From an optimization exercise on the open Yosys and OpenROAD flow, aimed at small area, a short achievable clock period and few clock cycles; shortcuts taken in it are not production practice.
Where RTL was checked, it was by simulation tests only, not by an equivalence proof against the original.
No activity file was given, so power comes from the tool's default toggle rates.

==> flow/design.v (excerpt) <==
module sbtp_framer (
    input  wire       clk,
    input  wire       rst,
    input  wire       tx_in_valid,
    output wire       tx_in_ready,
    input  wire [7:0] tx_in_data,
    input  wire       tx_in_last,
    input  wire       tx_in_empty,
    output wire       tx_out_valid,
    input  wire       tx_out_ready,
    input  wire       tx_out_err,
    output wire [7:0] tx_out_data,
    output wire       tx_done,
    output wire [1:0] tx_status,
    input  wire       rx_in_valid,
    output wire       rx_in_ready,
    input  wire [7:0] rx_in_data,
    input  wire       rx_in_err,
    output wire       rx_res_valid,
    output wire [1:0] rx_res_status,
    output wire [7:0] rx_res_len,
    output wire       rx_out_valid,
    input  wire       rx_out_ready,
    output wire [7:0] rx_out_data,
    output wire       rx_out_last
);
Size: roughly 6700 cells after synthesis, about 4600 flip-flops, ~61 I/O pins.
make LEC_CHECK=0 CAP_MARGIN=20 CORE_MARGIN=2 CORE_UTILIZATION=40 CTS_CLUSTER_DIAMETER=80 CTS_CLUSTER_SIZE=30 PLACE_DENSITY=0.6 SETUP_SLACK_MARGIN=5.0 SLEW_MARGIN=20 finish   # period 8.0 ns
run.sh (not shown) runs the stock make flow with config.mk's settings and CLKGATE_MAP_FILE= SYNTH_SCRIPT=/design/flow/synth_recipe.tcl, a recipe that flattens the netlist after the stock synthesis.
Testbench counts at the start, summed over its fixed seeds: cycles 17,428.
Edit:
--- a/flow/design.v
+++ b/flow/design.v
@@ -13,14 +13,15 @@
     wire [7:0] s7 = s6[7] ? ({s6[6:0], 1'b0} ^ 8'hD5) : {s6[6:0], 1'b0};
     wire [7:0] s8 = s7[7] ? ({s7[6:0], 1'b0} ^ 8'hD5) : {s7[6:0], 1'b0};
     assign crc_out = s8;
 endmodule
 module sbtp_tx (
     input  wire       clk,
     input  wire       rst,
+    input  wire [7:0] wph,           
     input  wire       in_valid,
     output reg        in_ready,
     input  wire [7:0] in_data,
     input  wire       in_last,
     input  wire       in_empty,
     output reg        out_valid,
     input  wire       out_ready,
@@ -63,15 +64,14 @@
             end else if (in_fire) begin
                 sd <= in_data; sl <= in_last; se <= in_empty; sc <= in_ctrl; sv <= 1'b1;
                 in_ready <= 1'b0;
             end
         end
     end
     localparam PB = 4;               
-    reg  [7:0] wph;
     reg  [8:0] wr9;                  
     reg  [8:0] rd9;                  
     reg  [8:0] cur_start9;           
     reg  [7:0] wdist;                
     wire       wen;
     reg  [4:0] tap;
     wire [7:0] tap_data;
@@ -118,29 +118,27 @@
     end
     wire [7:0] wdist_next = w_rew ? (wph + 8'd1 - cur_start9[7:0]) :
                             w_we  ? wdist : (wdist + 8'd1);
     assign pop = w_pop;
     assign wen = w_we;
     always @(posedge clk) begin
         if (rst) begin
-            wph <= 8'd0;
             wr9 <= 9'd0;
             wdist <= 8'd0;
             palign <= 1'b1;
             cur_start9 <= 9'd0;
             elen <= 8'd0;
             e254 <= 1'b0;
             e255 <= 1'b0;
             afree <= 1'b1;
             q_space <= 1'b1;
             in_frame <= 1'b0;
             drain <= 1'b0;
             q_wp <= 0;
         end else begin
-            wph <= wph + 8'd1;
             afree <= (arc < 9'd255);
             q_space <= (q_used < (1 << QB) - 1);
             if (w_rew) wr9 <= cur_start9;
             else if (w_we) wr9 <= wr9 + 9'd1;
             wdist <= wdist_next;
             palign <= (wdist_next[PB-1:0] == 0);
             if (hv) begin
@@ -330,14 +328,15 @@
             end
         end
     end
 endmodule
 module sbtp_rx (
     input  wire       clk,
     input  wire       rst,
+    input  wire [7:0] wph,           
     input  wire       in_valid,
     output reg        in_ready,
     input  wire [7:0] in_data,
     input  wire       in_err,
     output reg        res_valid,
     output reg  [1:0] res_status,
     output reg  [7:0] res_len,
@@ -383,15 +382,14 @@
                 in_ready <= !(sv && in_fire);
             end else if (in_fire) begin
                 sd <= in_data; se <= in_err; sf <= in_f; sv <= 1'b1;
                 in_ready <= 1'b0;
             end
         end
     end
-    reg  [7:0] wph;
     reg  [8:0] wr9;
     reg  [8:0] rd9;
     reg  [8:0] cur_start9;
     localparam PB = 5;               
     reg  [7:0] wdist;                
     wire       wen;
     localparam TB = 4;               
@@ -428,15 +426,14 @@
     assign wen = p_wr;
     wire       q_push = p_take && !he && (pst == R_END) && hf[2] && cmatch && pnz;
     wire       w_adv  = counted ? p_wr : can_adv;
     wire [8:0] wr9_next = wr9 + (w_adv ? 9'd1 : 9'd0);
     always @(posedge clk) begin
         if (rst) begin
             pst <= R_HUNT;
-            wph <= 8'd0;
             wr9 <= 9'd0;
             wdist <= 8'd0;
             palign <= 1'b1;
             counted <= 1'b0;
             cur_start9 <= 9'd0;
             rcnt <= 8'd0;
             flen <= 8'd0;
@@ -447,15 +444,14 @@
             pnz <= 1'b0;
             afree <= 1'b1;
             res_valid <= 1'b0;
             res_status <= ST_OK;
             res_len <= 8'd0;
             q_wp <= 0;
         end else begin
-            wph <= wph + 8'd1;
             wr9 <= wr9_next;
             afree <= (arc < 9'd255);
             if (!w_adv) wdist <= wdist + 8'd1;
             palign <= w_adv ? palign : (wdist[PB-1:0] == {PB{1'b1}});
             if (p_take) begin
                 if (he) counted <= 1'b0;
                 else if (pst == R_LEN) counted <= (hd != 8'd0);
@@ -624,17 +620,23 @@
     output wire [1:0] rx_res_status,
     output wire [7:0] rx_res_len,
     output wire       rx_out_valid,
     input  wire       rx_out_ready,
     output wire [7:0] rx_out_data,
     output wire       rx_out_last
 );
+    reg  [7:0] wph;
+    always @(posedge clk) begin
+        if (rst) wph <= 8'd0;
+        else     wph <= wph + 8'd1;
+    end
     sbtp_tx u_tx (
         .clk       (clk),
         .rst       (rst),
+        .wph       (wph),
         .in_valid  (tx_in_valid),
         .in_ready  (tx_in_ready),
         .in_data   (tx_in_data),
         .in_last   (tx_in_last),
         .in_empty  (tx_in_empty),
         .out_valid (tx_out_valid),
         .out_ready (tx_out_ready),
@@ -642,14 +644,15 @@
         .out_data  (tx_out_data),
         .done      (tx_done),
         .status    (tx_status)
     );
     sbtp_rx u_rx (
         .clk        (clk),
         .rst        (rst),
+        .wph        (wph),
         .in_valid   (rx_in_valid),
         .in_ready   (rx_in_ready),
         .in_data    (rx_in_data),
         .in_err     (rx_in_err),
         .res_valid  (rx_res_valid),
         .res_status (rx_res_status),
         .res_len    (rx_res_len),
Outcome: Setup slack is worse by 0.11 ns. Via count rises by 0.64%. Global-route usage increases by 0.18 points. Power goes down by 0.62%. Sequential share of layout area is higher by 0.12 points. Clock-buffer cell count fell by 6. Final area goes down by 0.36%. Die area barely changes.
Function not checked in the second run of this note: the RTL went through the layout flow alone.

[re-timing with driven ports]
Ports are ideal in the flow. The routed layouts listed here were re-timed in OpenROAD.
Step 1 (the two cells are an assumption about what drives the block):
set clk [get_ports {clk}]
set_driving_cell -lib_cell sky130_fd_sc_hd__clkbuf_16 $clk
set_driving_cell -lib_cell sky130_fd_sc_hd__buf_2 [delete_from_list [all_inputs] $clk]
Step 2 also shifts input and output timing later by t, the mid clock arrival at the registers, as if the neighbouring blocks saw the same clock.
Three values: no drivers, after step 1, after step 2; two values: the first two.
| run | t (ns) | setup slack, ns | hold WS [ns] | worst setup path after step 2 | pins driven straight from the clock port |
|---|---|---|---|---|---|
| the first run | 0.925 | 4.992 / 4.904 / 4.202 | 0.275 / 0.275 / 0.275 | input to register | 1 |
| the second run | 0.948 | 4.886 / 4.797 / 4.162 | 0.269 / 0.269 / 0.269 | input to register | 1 |
After both steps setup and hold are still met in every run listed. For the first run, which loses most, drivers alone change the setup slack by -0.088 ns; drivers and shift together by -0.790 ns.
